Background: an optimization exercise with open tools, aiming at small area, a short achievable clock period and few clock cycles. Do not read the settings as production practice. Function was checked by simulation only, so behaviour that the tests miss may differ from the original.

## flow/design.v (module list and top-level ports; edited modules follow where they fit)
// module gf_fmul: 46 lines
// module gf_fadd: 78 lines
// module gf_mul24: 999 lines
// module goertzel_filter: 179 lines
module goertzel_filter (
    input  wire        clk,
    input  wire        rst,
    input  wire        in_valid,
    output wire        in_ready,
    input  wire [1:0]  in_op,
    input  wire [31:0] in_data,
    output reg         out_valid,
    output wire [31:0] out_mag,
    output reg         out_nonfinite
);
  // ...
==> flow/run.sh <==
#!/bin/bash
# synth_recipe.tcl (not shown) runs the flow's synth.tcl, then flattens the netlist and writes it again
# the make line also repeats each setting of config.mk as NAME=value (left out here)
make -C /OpenROAD-flow-scripts/flow DESIGN_CONFIG=/design/flow/config.mk WORK_HOME=/design/flow/orfs CLKGATE_MAP_FILE= SYNTH_SCRIPT=/design/flow/synth_recipe.tcl finish
==> flow/config.mk <==
export PLATFORM = sky130hd
export DESIGN_NAME = goertzel_filter
export DESIGN_NICKNAME = goertzel_filter
export VERILOG_FILES = /design/flow/design.v
export SDC_FILE = /design/flow/constraint.sdc
export NUM_CORES = 4
export LEC_CHECK = 0
export ABC_AREA = 1
export CAP_MARGIN = 20
export CORE_MARGIN = 2
export CORE_UTILIZATION = 55
export SLEW_MARGIN = 20
==> flow/constraint.sdc <==
create_clock -name core_clock -period 22.0 [get_ports {clk}]
set_input_delay 4.4000 -clock core_clock [delete_from_list [all_inputs] [get_ports {clk}]]
set_output_delay 4.4000 -clock core_clock [all_outputs]
set_load 0.01 [all_outputs]
==> results.txt, run 1 <==
Vias/cell=6.394; routed wl met2=81.36 mm; post-synth top area share=12.13%; Distinct cells, synth=77; Final ANT Viol Nets=0; Post-synth EDFFs=196; RR Endpoint=rad[17]$_DFFE_PP_; Rows=108; Synth Area in Adders=17.07%; root buf cell=clkbuf_16; Post-Place Cells=8292; commonest cells in the netlist=1414 x nand2_1, 1040 x inv_1, 608 x nor2_1; I/O Pins=72; FF+latch count, synth=311; vias in the first global route=49419; max incr delay on CP=0.91 ns; Final Instance Area=51490 µm²; Die Y=301.1 µm; post-synth net total=7880; outcome=complete, no violations; Max Slew Vio Count=0; cell taking the most area after synthesis=edfxtp_1; Cell Area, Synth=48540 µm²
Testbench counts, summed over its fixed seeds: cycles 42,102.
==> module gf_fadd, before the edit <==
module gf_fadd (
    input  wire [36:0] a,
    input  wire [36:0] b,
    output reg  [36:0] y
);
    wire        an = a[36], ai = a[35], az = a[34], as_ = a[33];
    wire        bn = b[36], bi = b[35], bz = b[34], bs = b[33];
    wire [9:0]  ae = a[32:23], be = b[32:23];
    wire [32:0] ka = {~ae[9], ae[8:0], a[22:0]};
    wire [32:0] kb = {~be[9], be[8:0], b[22:0]};
    wire        swap = kb > ka;
    wire [9:0]  dab = ae - be;
    wire [9:0]  dba = be - ae;
    wire [9:0]  d   = swap ? dba : dab;
    wire [9:0]  ex  = swap ? be : ae;
    wire [22:0] mx  = swap ? b[22:0] : a[22:0];
    wire [22:0] mz  = swap ? a[22:0] : b[22:0];
    wire        sx  = swap ? bs : as_;
    wire        sub = as_ ^ bs;
    wire        dbig = (d[9:5] != 5'd0) || (d[4:0] >= 5'd27);
    wire [26:0] zf   = {1'b1, mz, 3'b000};
    wire [26:0] zsh  = zf >> d[4:0];
    wire        zst  = |(zf & ~(27'h7ffffff << d[4:0]));
    wire [26:0] fz   = dbig ? 27'd1 : {zsh[26:1], zsh[0] | zst};
    wire [26:0] fx   = {1'b1, mx, 3'b000};
    wire [27:0] s    = sub ? ({1'b0, fx} - {1'b0, fz}) : ({1'b0, fx} + {1'b0, fz});
    wire [31:0] sl = {s[26:0], 5'b11111};
    reg  [4:0]  lz;
    reg         v1 [0:15]; reg [0:0] c1 [0:15];
    reg         v2 [0:7];  reg [1:0] c2 [0:7];
    reg         v3 [0:3];  reg [2:0] c3 [0:3];
    reg         v4 [0:1];  reg [3:0] c4 [0:1];
    integer i;
    always @* begin
        for (i = 0; i < 16; i = i + 1) begin
            v1[i] = sl[31-2*i] | sl[30-2*i];
            c1[i] = ~sl[31-2*i];
        end
        for (i = 0; i < 8; i = i + 1) begin
            v2[i] = v1[2*i] | v1[2*i+1];
            c2[i] = v1[2*i] ? {1'b0, c1[2*i]} : {1'b1, c1[2*i+1]};
        end
        for (i = 0; i < 4; i = i + 1) begin
            v3[i] = v2[2*i] | v2[2*i+1];
            c3[i] = v2[2*i] ? {1'b0, c2[2*i]} : {1'b1, c2[2*i+1]};
        end
        for (i = 0; i < 2; i = i + 1) begin
            v4[i] = v3[2*i] | v3[2*i+1];
            c4[i] = v3[2*i] ? {1'b0, c3[2*i]} : {1'b1, c3[2*i+1]};
        end
        lz = v4[0] ? {1'b0, c4[0]} : {1'b1, c4[1]};
    end
    wire [26:0] sn  = s[27] ? {s[27:2], s[1] | s[0]} : (s[26:0] << lz);
    wire [9:0]  en  = s[27] ? ex + 10'd1 : ex - {5'b0, lz};
    wire        ru  = sn[2] & (sn[1] | sn[0] | sn[3]);
    wire [23:0] rr  = {1'b0, sn[25:3]} + {23'b0, ru};
    wire [9:0]  er  = rr[23] ? en + 10'd1 : en;
    wire        ovf = ~er[9] & (er >= 10'd255);
    wire        sz  = (s == 28'd0);
    always @* begin
        if (an | bn | (ai & bi & sub))
            y = {3'b100, 34'b0};
        else if (ai)
            y = {3'b010, as_, 33'b0};
        else if (bi)
            y = {3'b010, bs, 33'b0};
        else if (az)
            y = b;
        else if (bz)
            y = a;
        else if (sz)
            y = {3'b001, 34'b0};
        else if (ovf)
            y = {3'b010, sx, 33'b0};
        else
            y = {3'b000, sx, er, rr[22:0]};
    end
endmodule
==> module goertzel_filter, before the edit <==
module goertzel_filter (
    input  wire        clk,
    input  wire        rst,
    input  wire        in_valid,
    output wire        in_ready,
    input  wire [1:0]  in_op,
    input  wire [31:0] in_data,
    output reg         out_valid,
    output wire [31:0] out_mag,
    output reg         out_nonfinite
);
    localparam OP_SAMPLE = 2'd0;
    localparam OP_BLKEND = 2'd1;
    localparam OP_COEFF  = 2'd2;
    localparam S_IDLE = 4'd0;
    localparam S_MUL  = 4'd1;    
    localparam S_SUB  = 4'd2;    
    localparam S_ADD  = 4'd3;    
    localparam S_B1   = 4'd4;    
    localparam S_B2   = 4'd5;    
    localparam S_B3   = 4'd6;    
    localparam S_B4   = 4'd7;    
    localparam S_B5   = 4'd8;    
    localparam S_B6   = 4'd9;    
    localparam S_CW   = 4'd10;   
    localparam [36:0] ZERO = {3'b001, 34'b0};
    reg  [3:0]  state;
    reg  [36:0] coeff, q1, q2, p;
    reg  [31:0] craw;         
    reg  [22:0] xf;           
    reg         xs, xz;
    reg  [7:0]  xe;
    reg         sq_busy;
    wire        accept = in_valid & in_ready;
    assign in_ready = (state == S_IDLE) | (state == S_ADD) | ((state == S_B6) & ~sq_busy);
    reg  [36:0] ma, mb, ab;
    wire [36:0] my, ay;
    always @* begin
        case (state)
            S_B1:    begin ma = q2; mb = q2;    end
            S_B2:    begin ma = q1; mb = q2;    end
            S_B3:    begin ma = p;  mb = coeff; end
            S_B4:    begin ma = q1; mb = q1;    end
            default: begin ma = q1; mb = coeff; end
        endcase
        case (state)
            S_ADD:   ab = {2'b00, xz, xs, 2'b00, xe, xf};
            S_B5:    ab = q2;
            S_B6:    ab = {q1[36:34], ~q1[33], q1[32:0]};
            default: ab = {q2[36:34], ~q2[33], q2[32:0]};
        endcase
    end
    gf_fmul u_mul (.a(ma), .b(mb), .y(my));
    gf_fadd u_add (.a(p), .b(ab), .y(ay));
    wire        xneg = xf[15];
    wire [15:0] xabs = xneg ? (16'd0 - xf[15:0]) : xf[15:0];
    reg  [3:0]  xpos;
    integer k;
    always @* begin
        xpos = 4'd0;
        for (k = 0; k < 16; k = k + 1)
            if (xabs[k]) xpos = k[3:0];
    end
    wire [22:0] xfrac = {xabs, 7'b0} << (5'd16 - {1'b0, xpos});
    wire        c_nan = (in_data[30:23] == 8'hff) && (in_data[22:0] != 0);
    wire        c_big = (craw[30:0] > 31'h40000000);
    reg  [4:0]  cpos;
    always @* begin
        cpos = 5'd0;
        for (k = 0; k < 23; k = k + 1)
            if (craw[k]) cpos = k[4:0];
    end
    wire [22:0] cfrac = craw[22:0] << (5'd23 - cpos);
    wire [36:0] cin = c_big ? {3'b000, craw[31], 10'd128, 23'b0}
                    : (craw[30:23] != 8'd0) ? {3'b000, craw[31], 2'b00, craw[30:23], craw[22:0]}
                    : (craw[22:0] == 23'd0) ? ZERO
                    : {3'b000, craw[31], {5'b0, cpos} - 10'd22, cfrac};
    reg  [25:0] rad;
    reg  [27:0] rem;
    reg  [25:0] root;
    reg  [4:0]  cnt;
    reg  [9:0]  r_e;          
    reg         r_force;      
    reg         r_inf;
    wire [29:0] rem_sh = {rem, rad[25:24]};
    wire [29:0] trial  = {2'b00, root, 2'b01};
    wire        take   = (rem_sh >= trial);
    wire [9:0]  m_exp  = r_e - 10'd127;
    wire [7:0]  r_exp  = m_exp[8:1] + 8'd127;
    wire        r_g  = root[1];
    wire        r_st = root[0] | (rem != 0);
    wire        r_up = r_g & (r_st | root[2]);
    assign out_mag = r_force ? (r_inf ? 32'h7f800000 : 32'h0)
                   : {1'b0, {r_exp, root[24:2]} + {30'b0, r_up}};
    wire m2_n = ay[36], m2_i = ay[35], m2_z = ay[34], m2_s = ay[33];
    always @(posedge clk) begin
        if (rst) begin
            state         <= S_IDLE;
            coeff         <= ZERO;
            q1            <= ZERO;
            q2            <= ZERO;
            sq_busy       <= 1'b0;
            out_valid     <= 1'b0;
            out_nonfinite <= 1'b0;
        end else begin
            out_valid <= 1'b0;
            case (state)
                S_MUL: begin
                    p     <= my;
                    xz    <= (xabs == 16'd0);
                    xs    <= xneg;
                    xe    <= 8'd127 + {4'b0, xpos};
                    xf    <= xfrac;
                    state <= S_SUB;
                end
                S_SUB: begin p <= ay; state <= S_ADD; end
                S_ADD: begin
                    q2    <= q1;
                    q1    <= ay;
                    state <= S_IDLE;
                end
                S_B1: begin p <= my; state <= S_B2; end
                S_B2: begin p <= my; q2 <= p; state <= S_B3; end
                S_B3: begin p <= my; state <= S_B4; end
                S_B4: begin p <= my; q1 <= p; state <= S_B5; end
                S_B5: begin p <= ay; state <= S_B6; end
                S_B6: begin
                    if (!sq_busy) begin
                        q1    <= ZERO;
                        q2    <= ZERO;
                        state <= S_IDLE;
                        out_nonfinite <= m2_n | m2_i;
                        r_inf   <= m2_i & ~m2_s;
                        rem     <= 28'd0;
                        root    <= 26'd0;
                        cnt     <= 5'd25;
                        r_e     <= ay[32:23];
                        rad     <= ay[23] ? {2'b01, ay[22:0], 1'b0} : {1'b1, ay[22:0], 2'b00};
                        if (m2_n | m2_i | m2_z | m2_s) begin
                            r_force   <= 1'b1;
                            out_valid <= 1'b1;
                        end else begin
                            r_force   <= 1'b0;
                            sq_busy   <= 1'b1;
                        end
                    end
                end
                S_CW: begin coeff <= cin; state <= S_IDLE; end
                default: ;
            endcase
            if (sq_busy) begin
                rad  <= {rad[23:0], 2'b00};
                if (take) begin
                    rem  <= rem_sh[27:0] - trial[27:0];
                    root <= {root[24:0], 1'b1};
                end else begin
                    rem  <= rem_sh[27:0];
                    root <= {root[24:0], 1'b0};
                end
                cnt <= cnt - 5'd1;
                if (cnt == 5'd0) begin
                    sq_busy   <= 1'b0;
                    out_valid <= 1'b1;
                end
            end
            if (accept) begin
                case (in_op)
                    OP_SAMPLE: begin xf <= {7'b0, in_data[15:0]}; state <= S_MUL; end
                    OP_BLKEND: state <= S_B1;
                    OP_COEFF: begin
                        craw  <= in_data;
                        state <= c_nan ? S_IDLE : S_CW;
                    end
                    default: state <= S_IDLE;
                endcase
            end
        end
    end
endmodule
==> run 2: changes to the inputs <==
--- a/flow/design.v
+++ b/flow/design.v
@@ -47,84 +47,98 @@
 module gf_fadd (
     input  wire [36:0] a,
     input  wire [36:0] b,
     output reg  [36:0] y
 );
     wire        an = a[36], ai = a[35], az = a[34], as_ = a[33];
     wire        bn = b[36], bi = b[35], bz = b[34], bs = b[33];
     wire [9:0]  ae = a[32:23], be = b[32:23];
-    wire [32:0] ka = {~ae[9], ae[8:0], a[22:0]};
-    wire [32:0] kb = {~be[9], be[8:0], b[22:0]};
-    wire        swap = kb > ka;
     wire [9:0]  dab = ae - be;
     wire [9:0]  dba = be - ae;
+    wire        mge;                       
+    wire [22:0] mdiff;
+    gf_bk #(.W(23)) u_mcmp (.a(a[22:0]), .b(~b[22:0]), .ci(1'b1), .s(mdiff), .co(mge));
+    wire        deq  = (dab == 10'd0);
+    wire        swap = dab[9] | (deq & ~mge);
+    wire        d1   = (dab == 10'd1) | (dba == 10'd1);
     wire [9:0]  d   = swap ? dba : dab;
     wire [9:0]  ex  = swap ? be : ae;
     wire [22:0] mx  = swap ? b[22:0] : a[22:0];
     wire [22:0] mz  = swap ? a[22:0] : b[22:0];
     wire        sx  = swap ? bs : as_;
     wire        sub = as_ ^ bs;
     wire        dbig = (d[9:5] != 5'd0) || (d[4:0] >= 5'd27);
     wire [26:0] zf   = {1'b1, mz, 3'b000};
     wire [26:0] zsh  = zf >> d[4:0];
     wire        zst  = |(zf & ~(27'h7ffffff << d[4:0]));
     wire [26:0] fz   = dbig ? 27'd1 : {zsh[26:1], zsh[0] | zst};
     wire [26:0] fx   = {1'b1, mx, 3'b000};
-    wire [27:0] s    = sub ? ({1'b0, fx} - {1'b0, fz}) : ({1'b0, fx} + {1'b0, fz});
-    wire [31:0] sl = {s[26:0], 5'b11111};
+    wire [26:0] ssum;
+    wire        scy;
+    gf_bk #(.W(27)) u_sum (.a(fx), .b(fz ^ {27{sub}}), .ci(sub), .s(ssum), .co(scy));
+    wire        s27  = scy & ~sub;
+    wire [26:0] sn   = s27      ? {1'b1, ssum[26:2], ssum[1] | ssum[0]}
+                     : ssum[26] ? ssum
+                     :            {ssum[25:0], 1'b0};
+    wire        ru   = sn[2] & (sn[1] | sn[0] | sn[3]);
+    wire [23:0] rr   = {1'b0, sn[25:3]} + {23'b0, ru};
+    wire [9:0]  efar = ex + {8'd0, s27} - {9'd0, ~s27 & ~ssum[26]} + {9'd0, rr[23]};
+    wire        ovf  = ~efar[9] & (efar >= 10'd255);
+    wire [24:0] nz   = deq ? {1'b1, mz, 1'b0} : {2'b01, mz};
+    wire [24:0] nr;
+    wire        ncy;
+    gf_bk #(.W(25)) u_near (.a({1'b1, mx, 1'b0}), .b(~nz), .ci(1'b1), .s(nr), .co(ncy));
+    wire        near = sub & (deq | (d1 & ~nr[24]));
+    wire [31:0] nl = {nr, 7'b1111111};
     reg  [4:0]  lz;
     reg         v1 [0:15]; reg [0:0] c1 [0:15];
     reg         v2 [0:7];  reg [1:0] c2 [0:7];
     reg         v3 [0:3];  reg [2:0] c3 [0:3];
     reg         v4 [0:1];  reg [3:0] c4 [0:1];
     integer i;
     always @* begin
         for (i = 0; i < 16; i = i + 1) begin
-            v1[i] = sl[31-2*i] | sl[30-2*i];
-            c1[i] = ~sl[31-2*i];
+            v1[i] = nl[31-2*i] | nl[30-2*i];
+            c1[i] = ~nl[31-2*i];
         end
         for (i = 0; i < 8; i = i + 1) begin
             v2[i] = v1[2*i] | v1[2*i+1];
             c2[i] = v1[2*i] ? {1'b0, c1[2*i]} : {1'b1, c1[2*i+1]};
         end
         for (i = 0; i < 4; i = i + 1) begin
             v3[i] = v2[2*i] | v2[2*i+1];
             c3[i] = v2[2*i] ? {1'b0, c2[2*i]} : {1'b1, c2[2*i+1]};
         end
         for (i = 0; i < 2; i = i + 1) begin
             v4[i] = v3[2*i] | v3[2*i+1];
             c4[i] = v3[2*i] ? {1'b0, c3[2*i]} : {1'b1, c3[2*i+1]};
         end
         lz = v4[0] ? {1'b0, c4[0]} : {1'b1, c4[1]};
     end
-    wire [26:0] sn  = s[27] ? {s[27:2], s[1] | s[0]} : (s[26:0] << lz);
-    wire [9:0]  en  = s[27] ? ex + 10'd1 : ex - {5'b0, lz};
-    wire        ru  = sn[2] & (sn[1] | sn[0] | sn[3]);
-    wire [23:0] rr  = {1'b0, sn[25:3]} + {23'b0, ru};
-    wire [9:0]  er  = rr[23] ? en + 10'd1 : en;
-    wire        ovf = ~er[9] & (er >= 10'd255);
-    wire        sz  = (s == 28'd0);
+    wire [24:0] nn    = nr << lz;
+    wire [9:0]  enear = ex - {5'd0, lz};
+    wire        nzero = (nr == 25'd0);
     always @* begin
         if (an | bn | (ai & bi & sub))
             y = {3'b100, 34'b0};
         else if (ai)
             y = {3'b010, as_, 33'b0};
         else if (bi)
             y = {3'b010, bs, 33'b0};
         else if (az)
             y = b;
         else if (bz)
             y = a;
-        else if (sz)
-            y = {3'b001, 34'b0};
+        else if (near)
+            y = nzero ? {3'b001, 34'b0} : {3'b000, sx, enear, nn[23:1]};
         else if (ovf)
             y = {3'b010, sx, 33'b0};
         else
-            y = {3'b000, sx, er, rr[22:0]};
+            y = {3'b000, sx, efar, rr[22:0]};
     end
 endmodule
 module gf_mul24 (
     input  wire [23:0] a,
     input  wire [23:0] b,
     output wire [47:0] p
 );
     wire [25:0] bx = {2'b00, b};
@@ -1114,17 +1128,61 @@
     wire n593 = n502 ^ n503 ^ t12[21];
     wire n594 = (n502 & n503) | (n502 & t12[21]) | (n503 & t12[21]);
     wire n595 = n504 ^ n505 ^ 1'b1;
     wire n596 = (n504 & n505) | (n504 & 1'b1) | (n505 & 1'b1);
     wire n597 = n506 ^ ~t11[25] ^ t12[23];
     wire n598 = (n506 & ~t11[25]) | (n506 & t12[23]) | (~t11[25] & t12[23]);
     wire [47:0] ra = {n596, n594, n592, n590, n588, n586, n584, n582, n580, n578, n576, n574, n572, n570, n568, n566, n564, n562, n560, n558, n556, n554, n552, n550, n548, n546, n544, n542, n540, n538, n536, n534, n532, n530, n528, n526, n524, n522, n520, n518, n516, n514, n512, n510, n508, n507, t0[1], t0[0]};
     wire [47:0] rb = {n597, n595, n593, n591, n589, n587, n585, n583, n581, n579, n577, n575, n573, n571, n569, n567, n565, n563, n561, n559, n557, n555, n553, n551, n549, n547, n545, n543, n541, n539, n537, n535, n533, n531, n529, n527, n525, n523, n521, n519, n517, n515, n513, n511, n509, neg1, 1'b0, neg0};
-    assign p = ra + rb;
+    wire co;
+    gf_bk #(.W(48)) u_cpa (.a(ra), .b(rb), .ci(1'b0), .s(p), .co(co));
+endmodule
+module gf_bk #(parameter W = 8) (
+    input  wire [W-1:0] a,
+    input  wire [W-1:0] b,
+    input  wire         ci,
+    output wire [W-1:0] s,
+    output wire         co
+);
+    localparam L = (W < 2) ? 1 : (W < 4) ? 2 : (W < 8) ? 3 : (W < 16) ? 4 : (W < 32) ? 5 : (W < 64) ? 6 : 7;
+    wire [W:0] g0 = {a & b, ci};
+    wire [W:0] p0 = {a ^ b, 1'b0};
+    wire [W:0] g [0:2*L];
+    wire [W:0] p [0:2*L];
+    assign g[0] = g0;
+    assign p[0] = p0;
+    genvar lv, i;
+    generate
+        for (lv = 0; lv < L; lv = lv + 1) begin : up
+            for (i = 0; i <= W; i = i + 1) begin : c
+                if ((i % (2 << lv)) == ((2 << lv) - 1) && i >= (1 << lv)) begin : m
+                    assign g[lv+1][i] = g[lv][i] | (p[lv][i] & g[lv][i - (1 << lv)]);
+                    assign p[lv+1][i] = p[lv][i] & p[lv][i - (1 << lv)];
+                end else begin : k
+                    assign g[lv+1][i] = g[lv][i];
+                    assign p[lv+1][i] = p[lv][i];
+                end
+            end
+        end
+        for (lv = L - 1; lv >= 0; lv = lv - 1) begin : dn
+            for (i = 0; i <= W; i = i + 1) begin : c
+                if (((i + 1) % (2 << lv)) == (1 << lv) && i >= (2 << lv)) begin : m
+                    assign g[2*L-lv][i] = g[2*L-lv-1][i] | (p[2*L-lv-1][i] & g[2*L-lv-1][i - (1 << lv)]);
+                    assign p[2*L-lv][i] = p[2*L-lv-1][i] & p[2*L-lv-1][i - (1 << lv)];
+                end else begin : k
+                    assign g[2*L-lv][i] = g[2*L-lv-1][i];
+                    assign p[2*L-lv][i] = p[2*L-lv-1][i];
+                end
+            end
+        end
+    endgenerate
+    wire [W:0] cg = g[2*L];
+    assign s  = (a ^ b) ^ cg[W-1:0];
+    assign co = cg[W];
 endmodule
 module goertzel_filter (
     input  wire        clk,
     input  wire        rst,
     input  wire        in_valid,
     output wire        in_ready,
     input  wire [1:0]  in_op,
     input  wire [31:0] in_data,
@@ -1144,53 +1202,81 @@
     localparam S_B3   = 4'd6;    
     localparam S_B4   = 4'd7;    
     localparam S_B5   = 4'd8;    
     localparam S_B6   = 4'd9;    
     localparam S_CW   = 4'd10;   
     localparam [36:0] ZERO = {3'b001, 34'b0};
     reg  [3:0]  state;
     reg  [36:0] coeff, q1, q2, p;
-    reg  [31:0] craw;         
-    reg  [22:0] xf;           
-    reg         xs, xz;
-    reg  [7:0]  xe;
-    reg         sq_busy;
+    reg  [15:0] xf;           
+    reg         sq_busy;      
+    reg         sq_ld;        
+    wire        fresh  = q1[34] & q2[34];
+    wire        b6_go  = (state == S_B6) & ~sq_busy;
+    assign in_ready = (state == S_IDLE) | (state == S_ADD) | ((state == S_MUL) & fresh) | b6_go;
     wire        accept = in_valid & in_ready;
-    assign in_ready = (state == S_IDLE) | (state == S_ADD) | ((state == S_B6) & ~sq_busy);
-    reg  [36:0] ma, mb, ab;
-    wire [36:0] my, ay;
+    wire        c_nan = (in_data[30:23] == 8'hff) && (in_data[22:0] != 0);
+    reg  [3:0]  ns;
     always @* begin
         case (state)
-            S_B1:    begin ma = q2; mb = q2;    end
-            S_B2:    begin ma = q1; mb = q2;    end
-            S_B3:    begin ma = p;  mb = coeff; end
-            S_B4:    begin ma = q1; mb = q1;    end
-            default: begin ma = q1; mb = coeff; end
-        endcase
-        case (state)
-            S_ADD:   ab = {2'b00, xz, xs, 2'b00, xe, xf};
-            S_B5:    ab = q2;
-            S_B6:    ab = {q1[36:34], ~q1[33], q1[32:0]};
-            default: ab = {q2[36:34], ~q2[33], q2[32:0]};
+            S_MUL:   ns = fresh ? S_IDLE : (q2[34] ? S_ADD : S_SUB);
+            S_SUB:   ns = S_ADD;
+            S_ADD:   ns = S_IDLE;
+            S_B1:    ns = S_B2;
+            S_B2:    ns = S_B3;
+            S_B3:    ns = S_B4;
+            S_B4:    ns = S_B5;
+            S_B5:    ns = S_B6;
+            S_B6:    ns = sq_busy ? S_B6 : S_IDLE;
+            default: ns = S_IDLE;
         endcase
+        if (accept) begin
+            case (in_op)
+                OP_SAMPLE: ns = S_MUL;
+                OP_BLKEND: ns = S_B1;
+                OP_COEFF:  ns = c_nan ? S_IDLE : S_CW;
+                default:   ns = S_IDLE;
+            endcase
+        end
+    end
+    reg ma_q2, ma_p, mb_q2, mb_q1;
+    always @(posedge clk) begin
+        ma_q2 <= (ns == S_B1);
+        ma_p  <= (ns == S_B3);
+        mb_q2 <= (ns == S_B1) | (ns == S_B2);
+        mb_q1 <= (ns == S_B4);
     end
+    wire [36:0] ma = ma_q2 ? q2 : ma_p ? p : q1;
+    wire [36:0] mb = mb_q2 ? q2 : mb_q1 ? q1 : coeff;
+    reg  [36:0] ab;           
+    wire [36:0] my, ay;
     gf_fmul u_mul (.a(ma), .b(mb), .y(my));
     gf_fadd u_add (.a(p), .b(ab), .y(ay));
     wire        xneg = xf[15];
     wire [15:0] xabs = xneg ? (16'd0 - xf[15:0]) : xf[15:0];
     reg  [3:0]  xpos;
     integer k;
     always @* begin
         xpos = 4'd0;
         for (k = 0; k < 16; k = k + 1)
             if (xabs[k]) xpos = k[3:0];
     end
     wire [22:0] xfrac = {xabs, 7'b0} << (5'd16 - {1'b0, xpos});
-    wire        c_nan = (in_data[30:23] == 8'hff) && (in_data[22:0] != 0);
+    wire [7:0]  xexp  = 8'd127 + {4'b0, xpos};
+    wire [36:0] xin   = {2'b00, xabs == 16'd0, xneg, 2'b00, xexp, xfrac};
+    always @(posedge clk) begin
+        case (ns)
+            S_ADD:   ab <= xin;
+            S_B5:    ab <= q2;
+            S_B6:    ab <= {q1[36:34], ~q1[33], q1[32:0]};
+            default: ab <= {q2[36:34], ~q2[33], q2[32:0]};
+        endcase
+    end
+    wire [31:0] craw  = coeff[31:0];      
     wire        c_big = (craw[30:0] > 31'h40000000);
     reg  [4:0]  cpos;
     always @* begin
         cpos = 5'd0;
         for (k = 0; k < 23; k = k + 1)
             if (craw[k]) cpos = k[4:0];
     end
     wire [22:0] cfrac = craw[22:0] << (5'd23 - cpos);
@@ -1202,101 +1288,99 @@
     reg  [27:0] rem;
     reg  [25:0] root;
     reg  [4:0]  cnt;
     reg  [9:0]  r_e;          
     reg         r_force;      
     reg         r_inf;
     wire [29:0] rem_sh = {rem, rad[25:24]};
     wire [29:0] trial  = {2'b00, root, 2'b01};
-    wire        take   = (rem_sh >= trial);
+    wire [30:0] rdiff  = {1'b0, rem_sh} - {1'b0, trial};
+    wire        take   = ~rdiff[30];
     wire [9:0]  m_exp  = r_e - 10'd127;
     wire [7:0]  r_exp  = m_exp[8:1] + 8'd127;
     wire        r_g  = root[1];
     wire        r_st = root[0] | (rem != 0);
     wire        r_up = r_g & (r_st | root[2]);
     assign out_mag = r_force ? (r_inf ? 32'h7f800000 : 32'h0)
                    : {1'b0, {r_exp, root[24:2]} + {30'b0, r_up}};
-    wire m2_n = ay[36], m2_i = ay[35], m2_z = ay[34], m2_s = ay[33];
+    wire m2_n = p[36], m2_i = p[35], m2_z = p[34], m2_s = p[33];
     always @(posedge clk) begin
         if (rst) begin
             state         <= S_IDLE;
             coeff         <= ZERO;
             q1            <= ZERO;
             q2            <= ZERO;
             sq_busy       <= 1'b0;
+            sq_ld         <= 1'b0;
             out_valid     <= 1'b0;
             out_nonfinite <= 1'b0;
         end else begin
+            state     <= ns;
             out_valid <= 1'b0;
             case (state)
                 S_MUL: begin
-                    p     <= my;
-                    xz    <= (xabs == 16'd0);
-                    xs    <= xneg;
-                    xe    <= 8'd127 + {4'b0, xpos};
-                    xf    <= xfrac;
-                    state <= S_SUB;
+                    p  <= my;
+                    if (fresh) q1 <= xin;
                 end
-                S_SUB: begin p <= ay; state <= S_ADD; end
+                S_SUB: p <= ay;
                 S_ADD: begin
-                    q2    <= q1;
-                    q1    <= ay;
-                    state <= S_IDLE;
+                    q2 <= q1;
+                    q1 <= ay;
                 end
-                S_B1: begin p <= my; state <= S_B2; end
-                S_B2: begin p <= my; q2 <= p; state <= S_B3; end
-                S_B3: begin p <= my; state <= S_B4; end
-                S_B4: begin p <= my; q1 <= p; state <= S_B5; end
-                S_B5: begin p <= ay; state <= S_B6; end
+                S_B1: p <= my;
+                S_B2: begin p <= my; q2 <= p; end
+                S_B3: p <= my;
+                S_B4: begin p <= my; q1 <= p; end
+                S_B5: p <= ay;
                 S_B6: begin
                     if (!sq_busy) begin
-                        q1    <= ZERO;
-                        q2    <= ZERO;
-                        state <= S_IDLE;
-                        out_nonfinite <= m2_n | m2_i;
-                        r_inf   <= m2_i & ~m2_s;
-                        rem     <= 28'd0;
-                        root    <= 26'd0;
-                        cnt     <= 5'd25;
-                        r_e     <= ay[32:23];
-                        rad     <= ay[23] ? {2'b01, ay[22:0], 1'b0} : {1'b1, ay[22:0], 2'b00};
-                        if (m2_n | m2_i | m2_z | m2_s) begin
-                            r_force   <= 1'b1;
-                            out_valid <= 1'b1;
-                        end else begin
-                            r_force   <= 1'b0;
-                            sq_busy   <= 1'b1;
-                        end
+                        p       <= ay;
+                        q1      <= ZERO;
+                        q2      <= ZERO;
+                        sq_busy <= 1'b1;
+                        sq_ld   <= 1'b1;
                     end
                 end
-                S_CW: begin coeff <= cin; state <= S_IDLE; end
+                S_CW: coeff <= cin;
                 default: ;
             endcase
-            if (sq_busy) begin
+            if (sq_ld) begin
+                sq_ld         <= 1'b0;
+                out_nonfinite <= m2_n | m2_i;
+                r_inf   <= m2_i & ~m2_s;
+                rem     <= 28'd0;
+                root    <= 26'd0;
+                cnt     <= 5'd25;
+                r_e     <= p[32:23];
+                rad     <= p[23] ? {2'b01, p[22:0], 1'b0} : {1'b1, p[22:0], 2'b00};
+                if (m2_n | m2_i | m2_z | m2_s) begin
+                    r_force   <= 1'b1;
+                    out_valid <= 1'b1;
+                    sq_busy   <= 1'b0;
+                end else begin
+                    r_force   <= 1'b0;
+                end
+            end else if (sq_busy) begin
                 rad  <= {rad[23:0], 2'b00};
                 if (take) begin
-                    rem  <= rem_sh[27:0] - trial[27:0];
+                    rem  <= rdiff[27:0];
                     root <= {root[24:0], 1'b1};
                 end else begin
                     rem  <= rem_sh[27:0];
                     root <= {root[24:0], 1'b0};
                 end
                 cnt <= cnt - 5'd1;
                 if (cnt == 5'd0) begin
                     sq_busy   <= 1'b0;
                     out_valid <= 1'b1;
                 end
             end
             if (accept) begin
                 case (in_op)
-                    OP_SAMPLE: begin xf <= {7'b0, in_data[15:0]}; state <= S_MUL; end
-                    OP_BLKEND: state <= S_B1;
-                    OP_COEFF: begin
-                        craw  <= in_data;
-                        state <= c_nan ? S_IDLE : S_CW;
-                    end
-                    default: state <= S_IDLE;
+                    OP_SAMPLE: xf <= in_data[15:0];
+                    OP_COEFF:  if (!c_nan) coeff[31:0] <= in_data;
+                    default: ;
                 endcase
             end
         end
     end
 endmodule
==> flow/flow/run.sh (new file) <==
#!/bin/bash
set -e
echo "export SETUP_SLACK_MARGIN = 9" >> config.mk
bash standard.sh > standard.log 2>&1
==> flow/standard.sh (new file) <==
#!/bin/bash
# synth_recipe.tcl (not shown) runs the flow's synth.tcl, then flattens the netlist and writes it again
# the make line also repeats each setting of config.mk as NAME=value (left out here)
make -C /OpenROAD-flow-scripts/flow DESIGN_CONFIG=/design/flow/config.mk WORK_HOME=/design/flow/orfs CLKGATE_MAP_FILE= SYNTH_SCRIPT=/design/flow/synth_recipe.tcl "${@:-finish}"
--- a/flow/config.mk
+++ b/flow/config.mk
@@ -5,8 +5,9 @@
 export SDC_FILE = /design/flow/constraint.sdc
 export NUM_CORES = 4
 export LEC_CHECK = 0
 export ABC_AREA = 1
 export CAP_MARGIN = 20
 export CORE_MARGIN = 2
 export CORE_UTILIZATION = 55
 export SLEW_MARGIN = 20
+export SETUP_SLACK_MARGIN = 9
removed: flow/run.sh
==> run 2 against run 1 <==
  * Sequential share of layout area decreased by 0.57 points
  * Clock skew increased by 0.0040 ns
  * Wire length decreased by 6.7%
  * Flip-flop and latch count decreased by 5
  * Fmax increased by 30%
  * Final area decreased by 3.6%
  * Final cell count decreased by 6.3%
  * Largest cell class unchanged
  * Highest routed layer is now met5
==> results.txt, run 2 <==
final setup fails=0; Max Slew Vio Count=0 (unchanged); Cell Area, Synth=46530 µm² (-4.1%); Die Y=294.8 µm (-2.1%); Final Worst Setup Slack=9.189 ns; Min-Delay Path Depth=2; I/O Pins=72 (unchanged); RePlAce Congestion=1.036; Hold EP=ab[25]$_DFF_P_; max incr delay on CP=0.79 ns (-0.12 ns); sequential fraction of the synthesis area=16.35%; post-synth net total=7401 (-6.1%); top cells by area, synth=fa_1 13%, nand2_1 9.9%, edfxtp_1 9.6%; critical path required time=22.28 ns; Initial Util=55.59%; post-place setup slack=9.057 ns; Syn Inst Count=6801; fmax=78.06 MHz; Async SR Flop Fraction=0%; Post-Place Cells=7763 (-6.4%); most common cell after layout, fill and taps aside=nand2_1; FF+latch count, synth=306 (-1.6%); non-filler instance count after layout=7840; root buf cell=clkbuf_16; area added between synthesis and finish=6.653%; most frequent cells in the layout=1219 x nand2_1, 976 x inv_1, 560 x o21ai_0, 449 x nor2_1, 430 x a21oi_1; final net count=7275; crit end category=register; max-cap violation count=0; cell taking the most area after synthesis=fa_1; Hold/Removal Path Class=register to register; CTS Hold Bufs=0; RSZ-0062 raised after global routing=false; post-synth top area share=12.65% (+0.52 points); Final Cycle Share=58.23%; Skew-Pair Late Insertion Delay=0.59 ns; Rel. slew slack=25.22%; RR Endpoint=p[14]$_DFFE_PP_; dominant synthesized flop cell=dfxtp_1; vias in the first global route=46215 (-6.5%); Max Root-Sink Buffers=3; Rows=106 (-1.9%); die width=294.8 µm; worst slew pin tran=1.110 ns; Data arrival, critical path=13.09 ns; Vias/cell=6.380 (-0.22%); Clock Pin Slew Worst Setup and Hold Paths=0.06 ns; Post-synth EDFFs=148 (-24%); critical hold path startpoint=q2[25]$_SDFFE_PP0P_; H-tree depth=2; minimum clock period=12.81 ns; Crit Path Category=register to register; Distinct cells, synth=78 (+1.3%); skew final=0.03085 ns; wire per inst=24.38 µm; TritonCTS clock tree=yes; Via Count=50018; outcome=complete, no violations; commonest cells in the netlist=1222 x nand2_1, 977 x inv_1, 564 x o21ai_0; final WL=191.2 mm; drt initial violations=6959; I/O Buffers=70; r2r setup slk=9.19 ns; HPWL Detailed=146.4 mm; largest net degree at the start of global routing=110; Placeable Area=83690 µm²; initial antenna violation count=8; Post-Syn Area per Cell=6.841 µm²; GRT overflow=0; CP Launch Type=register; CTS buffer count=38; Filler cells=8091; Final Hold Viols=0; ratio of cells with drive above 1 in the final layout=5.116%; path depth of the worst reg2reg path=44; Crit Path Max Fanout=51; Overall Global Routing Usage=42.64%; most frequent cell after synthesis=nand2_1; residual DRC count=0; final setup TNS=0 ns; DR pass1 iterations=11; Final Util=59.29%; r2r startpoint=mb_q2$_DFF_P_; Min Hold Slack=0.4798 ns; clock tree sinks=306; Worst path slowest cell=inv_1; Final ANT Viol Nets=0 (unchanged); DIE AREA=86930 µm²; first-pass GRT wire length=283.0 mm; number of synthesis warnings=15
## run 2: metrics by stage
stage	instance area, µm²
3_5_place_dp	48220
2_1_floorplan	46530
5_1_grt	49620
4_1_cts	49520
3_3_place_gp	48220
6_report	49620
## run 2: cell type report
| type | instances | area [µm²] | share of cell area [%] |
|---|---|---|---|
| multi-input combinational | 5119 | 33870 | 68.25 |
| timing repair buffer | 182 | 1559 | 3.142 |
| sequential | 306 | 7607 | 15.33 |
| timing repair inverter | 1 | 7.507 | 0.01513 |
| clock buffer | 54 | 1094 | 2.204 |
| tap | 1134 | 1419 | 2.859 |
| clock inverter | 15 | 200.2 | 0.4034 |
| antenna | 2 | 5.005 | 0.01009 |
| inverter | 1027 | 3864 | 7.786 |
## run 2: cells by family (layout without fill, tap and decap cells)
group	Yosys count	after routing	synth area share, %
simple gates	2310	2312	21.24
other cells	2	4	0.01614
mux	12	12	0.2582
flops	306	306	16.35
compound gates	1770	1770	22.23
buf+inv	1378	1279	11.36
fa+ha+maj	564	564	19.91
xor+xnor	459	459	8.641
## run 2: how the worst max path moves through the flow
stage	from	end	slack (ns)	depth (start not counted)
2_1_floorplan	mb_q1$_DFF_P_	p[35]$_DFFE_PP_	12.39	51
5_1_grt	mb_q2$_DFF_P_	p[8]$_DFFE_PP_	9.01	43
3_5_place_dp	p[23]$_DFFE_PP_	p[9]$_DFFE_PP_	9.06	65
4_1_cts	p[23]$_DFFE_PP_	p[9]$_DFFE_PP_	9.04	65
6_report	mb_q2$_DFF_P_	p[14]$_DFFE_PP_	9.19	44
3_3_place_gp	p[23]$_DFFE_PP_	p[9]$_DFFE_PP_	8.91	65
## run 2: layer usage
metal / part of all wire, % / global-route usage (%) / vias to the layer above
met5: 0.041 / 0 / -
li1: - / - / 22592
met2: 42 / 63.35 / 3287
met1: 39 / 55.89 / 23350
met4: 7.0 / 24.19 / 12
met3: 12 / 11.36 / 777
## run 2: worst max-delay path, delay by kind of cell (launching register included)
kind                     cells  cell delay [ns]
XOR/XNOR                     3             0.95
AO/OA/AOI/OAI               11             3.77
adder cells (fa/ha/maj)      8             3.32
flip-flops                   1             0.31
buffers and inverters        8             2.00
AND/OR/NAND/NOR             14             2.07
## run 2: what timing repair did
action | 4_1_cts | 5_1_grt
setup buffers | 0 | 1
resized for setup | 0 | 9
setup endpoints to repair | 0 | 64
Testbench counts of run 2, summed over its fixed seeds: cycles 41,534.
==> run 3: changes to the inputs <==
==> flow/run.sh (new file) <==
#!/bin/bash
# synth_recipe.tcl (not shown) runs the flow's synth.tcl, then flattens the netlist and writes it again
# the make line also repeats each setting of config.mk as NAME=value (left out here)
make -C /OpenROAD-flow-scripts/flow DESIGN_CONFIG=/design/flow/config.mk WORK_HOME=/design/flow/orfs CLKGATE_MAP_FILE= SYNTH_SCRIPT=/design/flow/synth_recipe.tcl finish
--- a/flow/config.mk
+++ b/flow/config.mk
@@ -10,4 +10,3 @@
 export CORE_MARGIN = 2
 export CORE_UTILIZATION = 55
 export SLEW_MARGIN = 20
-export SETUP_SLACK_MARGIN = 9
removed: flow/flow/run.sh
removed: flow/standard.sh
==> run 3 against run 2 <==
  * First-iteration DRC count down 4.5%
  * Critical endpoint is now p[9]$_DFFE_PP_
  * Global-route usage unchanged
  * Highest routed layer unchanged
  * Core utilization down 0.088 points
==> results.txt, run 3 <==
Overall Global Routing Usage=42.64% (unchanged); top cells by area, synth=fa_1 13%, nand2_1 9.9%, edfxtp_1 9.6%; Clock Pin Slew Worst Setup and Hold Paths=0.06 ns (about the same); Setup Fix Bufs, Post-CTS=0 (unchanged); critical hold path startpoint=q2[25]$_SDFFE_PP0P_; H-tree depth=2 (unchanged); Min-Delay Path Depth=2 (unchanged); RePlAce Congestion=1.036 (unchanged); Final Hold Viols=0 (unchanged); DR pass1 iterations=7 (-4); wire per inst=24.27 µm (-0.45%); max incr delay on CP=0.74 ns (-0.05 ns); CTS Hold Bufs=0 (unchanged); Distinct cells, synth=78 (unchanged); Rows=106 (unchanged); r2r startpoint=p[23]$_DFFE_PP_; Placeable Area=83690 µm² (unchanged); minimum clock period=13.40 ns (+0.5909 ns); drt initial violations=6649 (-4.5%); FF+latch count, synth=306 (unchanged); Skew-Pair Late Insertion Delay=0.59 ns (about the same); Final ANT Viol Nets=0 (unchanged); fmax=74.62 MHz (-4.4%); skew final=0.03318 ns (+0.002335 ns); root buf cell=clkbuf_16; CTS buffer count=38 (unchanged); Rel. slew slack=26.89% (+1.7 points); critical path required time=22.27 ns (about the same); Hold/Removal Path Class=register to register; Initial Util=55.59% (unchanged); Max Root-Sink Buffers=3 (unchanged); I/O Buffers=70 (unchanged); Final Cycle Share=60.92% (+2.7 points); Post-Syn Area per Cell=6.841 µm² (unchanged); worst slew pin tran=1.085 ns (-0.02484 ns); commonest cells in the netlist=1222 x nand2_1, 977 x inv_1, 564 x o21ai_0; Min Hold Slack=0.4812 ns (+0.001373 ns); CP most frequent cell=nand2_1; most common cell after layout, fill and taps aside=nand2_1; I/O Pins=72 (unchanged); RSZ-0062 raised after global routing=false; most frequent cells in the layout=1220 x nand2_1, 976 x inv_1, 561 x o21ai_0, 450 x nor2_1, 430 x a21oi_1; max-cap violation count=0 (unchanged); Via Count=49883 (-0.27%); Die Y=294.8 µm (unchanged); Crit Path Category=register to register; GRT overflow=0 (unchanged); area added between synthesis and finish=6.495%; final setup fails=0 (unchanged); outcome=complete, no violations; largest net degree at the start of global routing=110 (unchanged); TritonCTS clock tree=yes; first-pass GRT wire length=283.0 mm (unchanged); final net count=7271 (-0.055%); cell taking the most area after synthesis=fa_1; HPWL Detailed=146.4 mm (unchanged); Async SR Flop Fraction=0% (unchanged); dominant synthesized flop cell=dfxtp_1; Data arrival, critical path=13.67 ns (+0.58 ns); RR Endpoint=p[9]$_DFFE_PP_; number of synthesis warnings=15 (unchanged); ratio of cells with drive above 1 in the final layout=4.970% (-0.15 points); Syn Inst Count=6801 (unchanged); Worst path slowest cell=clkinv_1; Post-synth EDFFs=148 (unchanged); crit end category=register; path depth of the worst reg2reg path=65 (+48%); most frequent cell after synthesis=nand2_1; Max Slew Vio Count=0 (unchanged); vias in the first global route=46215 (unchanged); Final Instance Area=49550 µm² (-0.15%); post-synth net total=7401 (unchanged); final setup TNS=0 ns (unchanged); DIE AREA=86930 µm² (unchanged); final WL=190.2 mm (-0.49%); post-place instance area=48220 µm² (unchanged); Vias/cell=6.365 (-0.23%); die width=294.8 µm (unchanged); Filler cells=8104 (+0.16%); Crit Path Max Fanout=109 (+110%); sequential fraction of the synthesis area=16.35% (unchanged); r2r setup slk=8.60 ns (-0.59 ns); initial antenna violation count=8 (unchanged); Hold EP=ab[25]$_DFF_P_; post-cts resize count=0 (unchanged); Cell Area, Synth=46530 µm² (unchanged); post-synth top area share=12.65% (unchanged); CP Launch Type=register; residual DRC count=0 (unchanged); clock tree sinks=306 (unchanged)
==> run 3: cell counts after synthesis <==
No cell type changed its count.
==> run 3: final cells by class <==
type | instances | area (µm²) | share of cell area, %
inverters | 1027 | 3856 | 7.783
well taps | 1134 | 1419 | 2.864
multi-input cells | 5117 | 33820 | 68.27
repair buffers | 181 | 1539 | 3.106
clock buffers | 54 | 1094 | 2.207
diodes | 3 | 7.507 | 0.01515
flip-flops and latches | 306 | 7607 | 15.35
clock inverters | 15 | 200.2 | 0.4040
==> run 3: layer usage <==
| metal | vias to the layer above | GRT usage, % | wire [µm] |
|---|---|---|---|
| li1 | 22583 | - | - |
| met3 | 761 | 11.36 | 23350 |
| met1 | 23268 | 55.89 | 74140 |
| met2 | 3261 | 63.35 | 79540 |
| met4 | 10 | 24.19 | 13150 |
| met5 | - | 0 | 58 |
==> run 3: kinds of logic (layout without fill, tap and decap cells) <==
group           Yosys count  in the layout  synth area share, %
compound gates         1770           1770                22.23
xor+xnor                459            459                8.641
fa+ha+maj               564            564                19.91
buf+inv                1378           1277                11.36
flops                   306            306                16.35
mux                      12             12               0.2582
other cells               2              5              0.01614
simple gates           2310           2310                21.24
==> run 3: how the worst max path moves through the flow <==
stage | startpoint | end | slack, ns | cells past startpoint
2_1_floorplan | mb_q1$_DFF_P_ | p[35]$_DFFE_PP_ | 12.39 | 51
3_3_place_gp | p[23]$_DFFE_PP_ | p[9]$_DFFE_PP_ | 8.91 | 65
3_5_place_dp | p[23]$_DFFE_PP_ | p[9]$_DFFE_PP_ | 9.06 | 65
4_1_cts | p[23]$_DFFE_PP_ | p[9]$_DFFE_PP_ | 9.04 | 65
5_1_grt | p[23]$_DFFE_PP_ | p[9]$_DFFE_PP_ | 7.67 | 65
6_report | p[23]$_DFFE_PP_ | p[9]$_DFFE_PP_ | 8.60 | 65
==> run 3: through the flow <==
stage / setup slack, ns / std cells / util, %
after floorplan: 12.39 / 6801 / -
final: 8.598 / 7837 / 59.21
after global placement: 8.906 / 7763 / 57.62
after detailed placement: 9.057 / 7763 / 57.62
after global routing: 7.671 / 7834 / 59.20
after CTS: 9.037 / 7832 / 59.17
==> run 3: critical path: cells and delay by family (launching register included) <==
kind,cells,cell delay [ns]
AOI/OAI and AO/OA,11,2.11
xor gates and xnor gates,1,0.15
adders and majority gates,6,1.95
buffers and inverters,9,2.14
DFF,1,0.48
and+or+nand+nor,38,6.18
==> run 4: changes to the inputs <==
--- a/flow/design.v
+++ b/flow/design.v
@@ -1204,6 +1204,7 @@
     localparam S_B5   = 4'd8;    
     localparam S_B6   = 4'd9;    
     localparam S_CW   = 4'd10;   
+    localparam S_CN   = 4'd11;   
     localparam [36:0] ZERO = {3'b001, 34'b0};
     reg  [3:0]  state;
     reg  [36:0] coeff, q1, q2, p;
@@ -1227,6 +1228,8 @@
             S_B4:    ns = S_B5;
             S_B5:    ns = S_B6;
             S_B6:    ns = sq_busy ? S_B6 : S_IDLE;
+            S_CW:    ns = (~c_big & (craw[30:23] == 8'd0) & (craw[22:0] != 23'd0)) ? S_CN : S_IDLE;
+            S_CN:    ns = coeff[22] ? S_IDLE : S_CN;
             default: ns = S_IDLE;
         endcase
         if (accept) begin
@@ -1264,39 +1267,33 @@
     wire [7:0]  xexp  = 8'd127 + {4'b0, xpos};
     wire [36:0] xin   = {2'b00, xabs == 16'd0, xneg, 2'b00, xexp, xfrac};
     always @(posedge clk) begin
-        case (ns)
-            S_ADD:   ab <= xin;
-            S_B5:    ab <= q2;
-            S_B6:    ab <= {q1[36:34], ~q1[33], q1[32:0]};
-            default: ab <= {q2[36:34], ~q2[33], q2[32:0]};
-        endcase
+        if ((state == S_SUB) | ((state == S_MUL) & ~fresh & q2[34]))
+            ab <= xin;                                    
+        else if (state == S_B4)
+            ab <= q2;                                     
+        else if ((state == S_B5) | (state == S_B6))
+            ab <= {q1[36:34], ~q1[33], q1[32:0]};         
+        else
+            ab <= {q2[36:34], ~q2[33], q2[32:0]};         
     end
     wire [31:0] craw  = coeff[31:0];      
     wire        c_big = (craw[30:0] > 31'h40000000);
-    reg  [4:0]  cpos;
-    always @* begin
-        cpos = 5'd0;
-        for (k = 0; k < 23; k = k + 1)
-            if (craw[k]) cpos = k[4:0];
-    end
-    wire [22:0] cfrac = craw[22:0] << (5'd23 - cpos);
     wire [36:0] cin = c_big ? {3'b000, craw[31], 10'd128, 23'b0}
                     : (craw[30:23] != 8'd0) ? {3'b000, craw[31], 2'b00, craw[30:23], craw[22:0]}
                     : (craw[22:0] == 23'd0) ? ZERO
-                    : {3'b000, craw[31], {5'b0, cpos} - 10'd22, cfrac};
+                    : {3'b000, craw[31], 10'd1, craw[22:0]};
     reg  [25:0] rad;
     reg  [27:0] rem;
     reg  [25:0] root;
     reg  [4:0]  cnt;
-    reg  [9:0]  r_e;          
+    reg  [7:0]  r_exp;        
     reg         r_force;      
     reg         r_inf;
     wire [29:0] rem_sh = {rem, rad[25:24]};
     wire [29:0] trial  = {2'b00, root, 2'b01};
     wire [30:0] rdiff  = {1'b0, rem_sh} - {1'b0, trial};
     wire        take   = ~rdiff[30];
-    wire [9:0]  m_exp  = r_e - 10'd127;
-    wire [7:0]  r_exp  = m_exp[8:1] + 8'd127;
+    wire [9:0]  m_exp  = p[32:23] - 10'd127;
     wire        r_g  = root[1];
     wire        r_st = root[0] | (rem != 0);
     wire        r_up = r_g & (r_st | root[2]);
@@ -1341,6 +1338,7 @@
                     end
                 end
                 S_CW: coeff <= cin;
+                S_CN: coeff <= {coeff[36:33], coeff[32:23] - 10'd1, coeff[21:0], 1'b0};
                 default: ;
             endcase
             if (sq_ld) begin
@@ -1350,7 +1348,7 @@
                 rem     <= 28'd0;
                 root    <= 26'd0;
                 cnt     <= 5'd25;
-                r_e     <= p[32:23];
+                r_exp   <= m_exp[8:1] + 8'd127;
                 rad     <= p[23] ? {2'b01, p[22:0], 1'b0} : {1'b1, p[22:0], 2'b00};
                 if (m2_n | m2_i | m2_z | m2_s) begin
                     r_force   <= 1'b1;
==> flow/flow/run.sh (new file) <==
#!/bin/bash
set -e
echo "export SETUP_SLACK_MARGIN = 12" >> config.mk
bash standard.sh > standard.log 2>&1
==> flow/standard.sh (new file) <==
#!/bin/bash
# synth_recipe.tcl (not shown) runs the flow's synth.tcl, then flattens the netlist and writes it again
# the make line also repeats each setting of config.mk as NAME=value (left out here)
make -C /OpenROAD-flow-scripts/flow DESIGN_CONFIG=/design/flow/config.mk WORK_HOME=/design/flow/orfs CLKGATE_MAP_FILE= SYNTH_SCRIPT=/design/flow/synth_recipe.tcl "${@:-finish}"
--- a/flow/config.mk
+++ b/flow/config.mk
@@ -10,3 +10,4 @@
 export CORE_MARGIN = 2
 export CORE_UTILIZATION = 55
 export SLEW_MARGIN = 20
+export SETUP_SLACK_MARGIN = 12
removed: flow/run.sh
==> run 4 against run 3 <==
  * Final cell count fell by 0.27%
  * Clock-buffer cell count decreased by 7
  * Clock skew is 0.010 ns higher
  * Register-to-register slack better by 3.4 ns
  * Largest cell class unchanged
==> results.txt, run 4 <==
CTS Hold Bufs=0 (unchanged); Via Count=51146 (+2.5%); Final Cycle Share=45.38% (-16 points); CP Launch Type=register; area added between synthesis and finish=19.61%; initial antenna violation count=5 (-3); Rows=105 (-0.94%); most frequent cell after synthesis=nand2_1; DIE AREA=84950 µm² (-2.3%); Async SR Flop Fraction=0% (unchanged); max-cap violation count=0 (unchanged); Rel. slew slack=18.00% (-8.9 points); post-place instance area=47010 µm² (-2.5%); skew final=0.04349 ns (+0.01030 ns); Vias/cell=6.544 (+2.8%); critical path required time=22.31 ns (+0.04 ns); Data arrival, critical path=10.30 ns (-3.37 ns); CP most frequent cell=nand2_2; fmax=100.2 MHz (+34%); GRT overflow=0 (unchanged); Final Hold Viols=0 (unchanged); post-synth net total=7156 (-3.3%); Distinct cells, synth=78 (unchanged); DR pass1 iterations=12 (+5); Max Slew Vio Count=0 (unchanged); Worst path slowest cell=edfxtp_1; Overall Global Routing Usage=44.49% (+1.9 points); top cells by area, synth=fa_1 13%, edfxtp_1 9.7%, nand2_1 9.2%; outcome=complete, no violations; Post-synth EDFFs=147 (-0.68%); I/O Pins=72 (unchanged); number of synthesis warnings=15 (unchanged); Initial Util=55.44% (-0.16 points); TritonCTS clock tree=yes; crit end category=register; final net count=7315 (+0.61%); most frequent cells in the layout=1034 x nand2_1, 910 x inv_1, 461 x o21ai_0, 434 x nor2_1, 390 x a21oi_1; final WL=201.9 mm (+6.2%); die width=291.5 µm (-1.1%); Crit Path Category=register to register; cell taking the most area after synthesis=fa_1; FF+latch count, synth=305 (-0.33%); largest net degree at the start of global routing=64 (-42%); ratio of cells with drive above 1 in the final layout=15.92% (+11 points); vias in the first global route=46652 (+0.95%); Skew-Pair Late Insertion Delay=0.61 ns (+0.02 ns); wire per inst=25.84 µm (+6.4%); final setup TNS=0 ns (unchanged); final setup fails=0 (unchanged); minimum clock period=9.983 ns (-3.419 ns); Filler cells=7236 (-11%); sequential fraction of the synthesis area=16.67% (+0.32 points); Final ANT Viol Nets=0 (unchanged); dominant synthesized flop cell=dfxtp_1; H-tree depth=2 (unchanged); path depth of the worst reg2reg path=62 (-4.6%); RSZ-0062 raised after global routing=true; Post-Syn Area per Cell=6.931 µm² (+1.3%); I/O Buffers=70 (unchanged); Placeable Area=81980 µm² (-2.0%); commonest cells in the netlist=1119 x nand2_1, 957 x inv_1, 514 x o21ai_0; Cell Area, Synth=45450 µm² (-2.3%); first-pass GRT wire length=290.2 mm (+2.6%); residual DRC count=0 (unchanged); RePlAce Congestion=1.108 (+6.9%); drt initial violations=7351 (+11%); Clock Pin Slew Worst Setup and Hold Paths=0.06 ns (about the same); CTS buffer count=37 (-2.6%); Max Root-Sink Buffers=3 (unchanged); post-synth top area share=12.95% (+0.30 points); worst slew pin tran=1.226 ns (+0.1407 ns); r2r setup slk=12.02 ns (+3.42 ns); Hold/Removal Path Class=register to register; Final Instance Area=54360 µm² (+9.7%); clock tree sinks=305 (-0.33%); Final Util=66.31% (+7.1 points); Die Y=291.5 µm (-1.1%); root buf cell=clkbuf_16; Syn Inst Count=6557 (-3.6%); most common cell after layout, fill and taps aside=nand2_1; Min-Delay Path Depth=2 (unchanged); Crit Path Max Fanout=8 (-93%); max incr delay on CP=0.53 ns (-0.21 ns); HPWL Detailed=143.4 mm (-2.0%)
run 4: cell count changes after synthesis, sizes merged, moves of 9 or more:
cell    previous run  this run
nand3            354       344
a31oi             78        53
o22ai            324       282
nand2           1251      1155
o211ai            80        52
a21oi            432       446
a211oi            19        35
o21ai            630       572
xor2             389       398
nor3              64        73
inv             1007       980
a221oi            35        73
run 4: worst paths after layout:
path                         endpoint                start
setup reg to reg       p[7]$_DFFE_PP_      p[14]$_DFFE_PP_
hold / removal    coeff[6]$_SDFF_PP0_  coeff[6]$_SDFF_PP0_
hold reg to reg   coeff[6]$_SDFF_PP0_  coeff[6]$_SDFF_PP0_
setup / recovery       p[7]$_DFFE_PP_      p[14]$_DFFE_PP_
run 4: cells by family after synthesis:
kind of cell | after synthesis | share of synthesized area [%]
adder cells (fa/ha/maj) | 564 | 20.37
AND/OR/NAND/NOR | 2200 | 20.76
buffers and inverters | 1342 | 11.40
other | 2 | 0.01652
AO/OA/AOI/OAI | 1676 | 21.74
multiplexers | 4 | 0.08810
flip-flops | 305 | 16.67
XOR/XNOR | 464 | 8.959
run 4: layout make-up:
cell class | count | area (µm²) | share of cell area (%)
multi-input combinational | 4922 | 35690 | 65.66
sequential | 305 | 7590 | 13.96
timing repair buffer | 439 | 4357 | 8.015
inverter | 994 | 3941 | 7.251
tap | 1070 | 1339 | 2.463
clock buffer | 47 | 1013 | 1.864
clock inverter | 21 | 261.5 | 0.4811
timing repair inverter | 17 | 163.9 | 0.3015
antenna | 1 | 2.502 | 0.004604
run 4: metrics by stage:
| step | hold slack, ns | setup WS [ns] | instances |
|---|---|---|---|
| floorplan | 0.4409 | 12.29 | 6557 |
| global placement | 0.4507 | 9.535 | 7455 |
| detailed placement | 0.4564 | 9.225 | 7455 |
| CTS | 0.4711 | 12.01 | 7630 |
| global route | 0.4892 | 11.64 | 7815 |
| finish | 0.4784 | 12.02 | 7816 |
run 4: worst max-delay path: cells and delay by family (launching register included):
kind            cells  cell delay (ns)
flops               1             0.53
fa+ha+maj           5             1.65
compound gates     17             2.79
xor+xnor            1             0.16
simple gates       28             3.31
buf+inv            11             1.25
run 4: what timing repair did:
item,CTS,global route
gates cloned,21,21
endpoints found under the setup margin,69,70
pin swaps,41,190
setup buffers,86,164
gates resized for setup,251,577
run 4: routing by layer:
layer	global-route usage, %	routed length, µm	vias to the layer above
met3	14.48	29450	1076
met2	65.28	83310	3971
met1	57.86	74210	23770
met4	24.26	14930	6
met5	0	38	-
li1	-	-	22323
Testbench counts of run 4, summed over its fixed seeds: cycles 41,534.
==> run 5: changes to the inputs <==
--- a/flow/design.v
+++ b/flow/design.v
@@ -57,7 +57,7 @@
     wire        mge;                       
     wire [22:0] mdiff;
     gf_bk #(.W(23)) u_mcmp (.a(a[22:0]), .b(~b[22:0]), .ci(1'b1), .s(mdiff), .co(mge));
-    wire        deq  = (dab == 10'd0);
+    wire        deq  = (ae == be);
     wire        swap = dab[9] | (deq & ~mge);
     wire        d1   = (dab == 10'd1) | (dba == 10'd1);
     wire [9:0]  d   = swap ? dba : dab;
@@ -81,8 +81,16 @@
                      :            {ssum[25:0], 1'b0};
     wire        ru   = sn[2] & (sn[1] | sn[0] | sn[3]);
     wire [23:0] rr   = {1'b0, sn[25:3]} + {23'b0, ru};
-    wire [9:0]  efar = ex + {8'd0, s27} - {9'd0, ~s27 & ~ssum[26]} + {9'd0, rr[23]};
-    wire        ovf  = ~efar[9] & (efar >= 10'd255);
+    wire [9:0]  exm1 = ex - 10'd1;
+    wire [9:0]  exp1 = ex + 10'd1;
+    wire [9:0]  exp2 = ex + 10'd2;
+    wire        lft  = ~s27 & ~ssum[26];
+    wire        rc   = rr[23];
+    wire        eup2 = s27 & rc;
+    wire        eup1 = (s27 & ~rc) | (~s27 & ~lft & rc);
+    wire        edn1 = lft & ~rc;
+    wire [9:0]  efar = eup2 ? exp2 : eup1 ? exp1 : edn1 ? exm1 : ex;
+    wire        ovf  = (eup2 & ~exp2[9] & (exp2 >= 10'd255)) | (eup1 & ~exp1[9] & (exp1 >= 10'd255));
     wire [24:0] nz   = deq ? {1'b1, mz, 1'b0} : {2'b01, mz};
     wire [24:0] nr;
     wire        ncy;
--- a/flow/config.mk
+++ b/flow/config.mk
@@ -10,4 +10,5 @@
 export CORE_MARGIN = 2
 export CORE_UTILIZATION = 55
 export SLEW_MARGIN = 20
+export TNS_END_PERCENT = 10
 export SETUP_SLACK_MARGIN = 12
==> run 5 against run 4 <==
  * First-iteration DRC count increased by 4.9%
  * Highest routed layer unchanged
  * Non-clock buffer count fell by 44
  * Critical path depth is 9 lower
  * Fmax shrank 1.9%
==> results.txt, run 5 <==
Max Slew Vio Count=0 (unchanged); final net count=7346 (+0.42%); I/O Pins=72 (unchanged); non-filler instance count after layout=7851 (+0.45%); crit end category=register; Die Y=293.0 µm (+0.52%); residual DRC count=0 (unchanged); post-synth top area share=12.73% (-0.22 points); top cells by area, synth=fa_1 13%, edfxtp_1 9.6%, nand2_1 9.3%; Post-Syn Area per Cell=6.926 µm² (about the same); Syn Inst Count=6632 (+1.1%); I/O Buffers=70 (unchanged); post-place setup slack=8.599 ns (-0.6257 ns); Clock Pin Slew Worst Setup and Hold Paths=0.07 ns (about the same); Worst path slowest cell=fa_2; critical path required time=22.30 ns (about the same); Crit Path Category=register to register; Post-synth EDFFs=147 (unchanged); Crit Path Max Fanout=11 (+3); CP Launch Type=register; fmax=98.28 MHz (-1.9%); Distinct cells, synth=78 (unchanged); Rows=105 (unchanged); Async SR Flop Fraction=0% (unchanged); minimum clock period=10.17 ns (+0.1920 ns); max-cap violation count=0 (unchanged); Final Hold Viols=0 (unchanged); HPWL Detailed=141.4 mm (-1.4%); Vias/cell=6.498 (-0.70%); Initial Util=55.76% (+0.32 points); outcome=complete, no violations; final WL=199.6 mm (-1.1%); Max Root-Sink Buffers=3 (unchanged); CTS Hold Bufs=0 (unchanged); Data arrival, critical path=10.47 ns (+0.17 ns); Hold/Removal Path Class=register to register; most frequent cells in the layout=1104 x nand2_1, 917 x inv_1, 497 x o21ai_0, 409 x xor2_1, 405 x nor2_1; Top Family by Delay on Critical Path=adder cells; skew final=0.03537 ns (-0.008118 ns); drt initial violations=7710 (+4.9%); Rel. slew slack=22.39% (+4.4 points); RSZ-0062 raised after global routing=true; Skew-Pair Late Insertion Delay=0.59 ns (-0.02 ns); worst slew pin tran=1.163 ns (-0.06292 ns); max incr delay on CP=0.54 ns (about the same); initial antenna violation count=4 (-1); dominant synthesized flop cell=dfxtp_1; Final Instance Area=53220 µm² (-2.1%); Final Worst Setup Slack=11.83 ns (-0.1920 ns); final setup fails=0 (unchanged); sequential fraction of the synthesis area=16.50% (-0.18 points); area added between synthesis and finish=15.86%; die width=293.0 µm (+0.52%); Filler cells=7350 (+1.6%); vias in the first global route=45754 (-1.9%); root buf cell=clkbuf_16; wire per inst=25.43 µm (-1.6%); clock tree sinks=305 (unchanged); Via Count=51014 (-0.26%); Final ANT Viol Nets=0 (unchanged); post-place instance area=47330 µm² (+0.69%); number of synthesis warnings=15 (unchanged); largest net degree at the start of global routing=75 (+17%); first-pass GRT wire length=283.3 mm (-2.4%); Post-Place Cells=7520 (+0.87%); H-tree depth=2 (unchanged); TritonCTS clock tree=yes; cell taking the most area after synthesis=fa_1
run 5: changes by cell type in the layout (fill, tap and decap cells not counted), sizes merged, moves of 10 or more:
| cell | delta |
|---|---|
| a21oi | -35 |
| buf | -43 |
| clkinvlp | +16 |
| nand2 | +12 |
| nand3 | +55 |
| nand4 | +10 |
| nor2 | -36 |
| o21ai | +44 |
| xor2 | +20 |
run 5: area by class of cell:
type | count | area [µm²] | share of cell area, %
multi-input cells | 4986 | 35090 | 65.94
flip-flops and latches | 305 | 7596 | 14.27
inverters | 1003 | 3966 | 7.453
repair buffers | 395 | 3777 | 7.098
well taps | 1070 | 1339 | 2.516
clock buffers | 52 | 1076 | 2.022
clock inverters | 17 | 206.4 | 0.3879
repair inverters | 22 | 160.2 | 0.3009
diodes | 1 | 2.502 | 0.004702
run 5: worst paths after layout:
path	end	cells past startpoint	slack, ns	start
setup / recovery	p[17]$_DFFE_PP_	53	11.83	mb_q1$_DFF_P_
setup reg to reg	p[17]$_DFFE_PP_	53	11.83	mb_q1$_DFF_P_
hold / removal	coeff[34]$_SDFFE_PP1P_	2	0.47	coeff[34]$_SDFFE_PP1P_
hold reg to reg	coeff[34]$_SDFFE_PP1P_	2	0.47	coeff[34]$_SDFFE_PP1P_
run 5: logic make-up (layout without fill, tap and decap cells):
group | count (synthesis) | count (layout) | synth area share (%)
compound gates | 1662 | 1664 | 21.26
xor+xnor | 490 | 490 | 9.360
fa+ha+maj | 560 | 560 | 20.02
buf+inv | 1353 | 1489 | 11.61
flops | 305 | 305 | 16.50
mux | 3 | 3 | 0.06538
other cells | 2 | 3 | 0.01635
simple gates | 2257 | 2267 | 21.18
run 5: metrics by stage:
| step | hold slack, ns | util [%] |
|---|---|---|
| 2_1_floorplan | 0.4160 | - |
| 3_3_place_gp | 0.4510 | 57.46 |
| 3_5_place_dp | 0.4562 | 57.46 |
| 4_1_cts | 0.4711 | 60.93 |
| 5_1_grt | 0.4913 | 64.60 |
| 6_report | 0.4720 | 64.61 |
run 5: worst reg2reg max path: cells and delay by family (launching register included):
kind / cells / cell delay (ns)
compound gates: 8 / 1.26
xor+xnor: 1 / 0.39
buf+inv: 12 / 1.31
simple gates: 23 / 2.83
fa+ha+maj: 9 / 3.67
flops: 1 / 0.42
run 5: repair_timing:
item                       4_1_cts  5_1_grt
setup endpoints to repair       69       73
gates cloned                    23       25
resized for setup              229      352
setup buffers                   59      154
pin swaps                       20      126
run 5: routing by layer:
layer / wire [µm] / vias to the layer above / track usage [%]
met5: 34 / - / 0
met4: 13900 / 6 / 20.80
met3: 28260 / 873 / 13.17
met2: 83050 / 3758 / 64.13
met1: 74390 / 23842 / 57.02
li1: - / 22535 / -
Testbench counts of run 5, summed over its fixed seeds: cycles 41,534.

-- separate check: timing with driven ports --
Ports are ideal in the flow. The routed layouts listed here were re-timed in OpenROAD.
Step 1, drivers: a clkbuf_16 drives clk and a buf_2 each remaining input, both assumed.
Step 2 moves the port delays by t, midway between the first and last clock arrival at a register: inputs arrive t later, outputs are due t later. That takes back most of the time a late clock gives input paths.
Slacks: ideal ports / drivers / drivers and shift; pairs: ideal ports / drivers.
| run | t (ns) | slack for setup (ns) | worst register clock-pin slew, ns | worst data-port slew with drivers (ns) | cell pins on the clock port's net |
|---|---|---|---|---|---|
| run 1 | 0.658 | 5.367 / 5.367 / 5.367 | 0.07 / 0.07 | 0.06 | 1 |
| run 2 | 0.643 | 9.189 / 9.189 / 9.189 | 0.07 / 0.07 | 0.05 | 1 |
| run 3 | 0.644 | 8.598 / 8.598 / 8.598 | 0.07 / 0.07 | 0.05 | 1 |
| run 4 | 0.667 | 12.017 / 12.017 / 12.017 | 0.08 / 0.08 | 0.05 | 1 |
| run 5 | 0.643 | 11.825 / 11.825 / 11.825 | 0.07 / 0.07 | 0.05 | 1 |
After both steps every run listed still meets setup and hold.
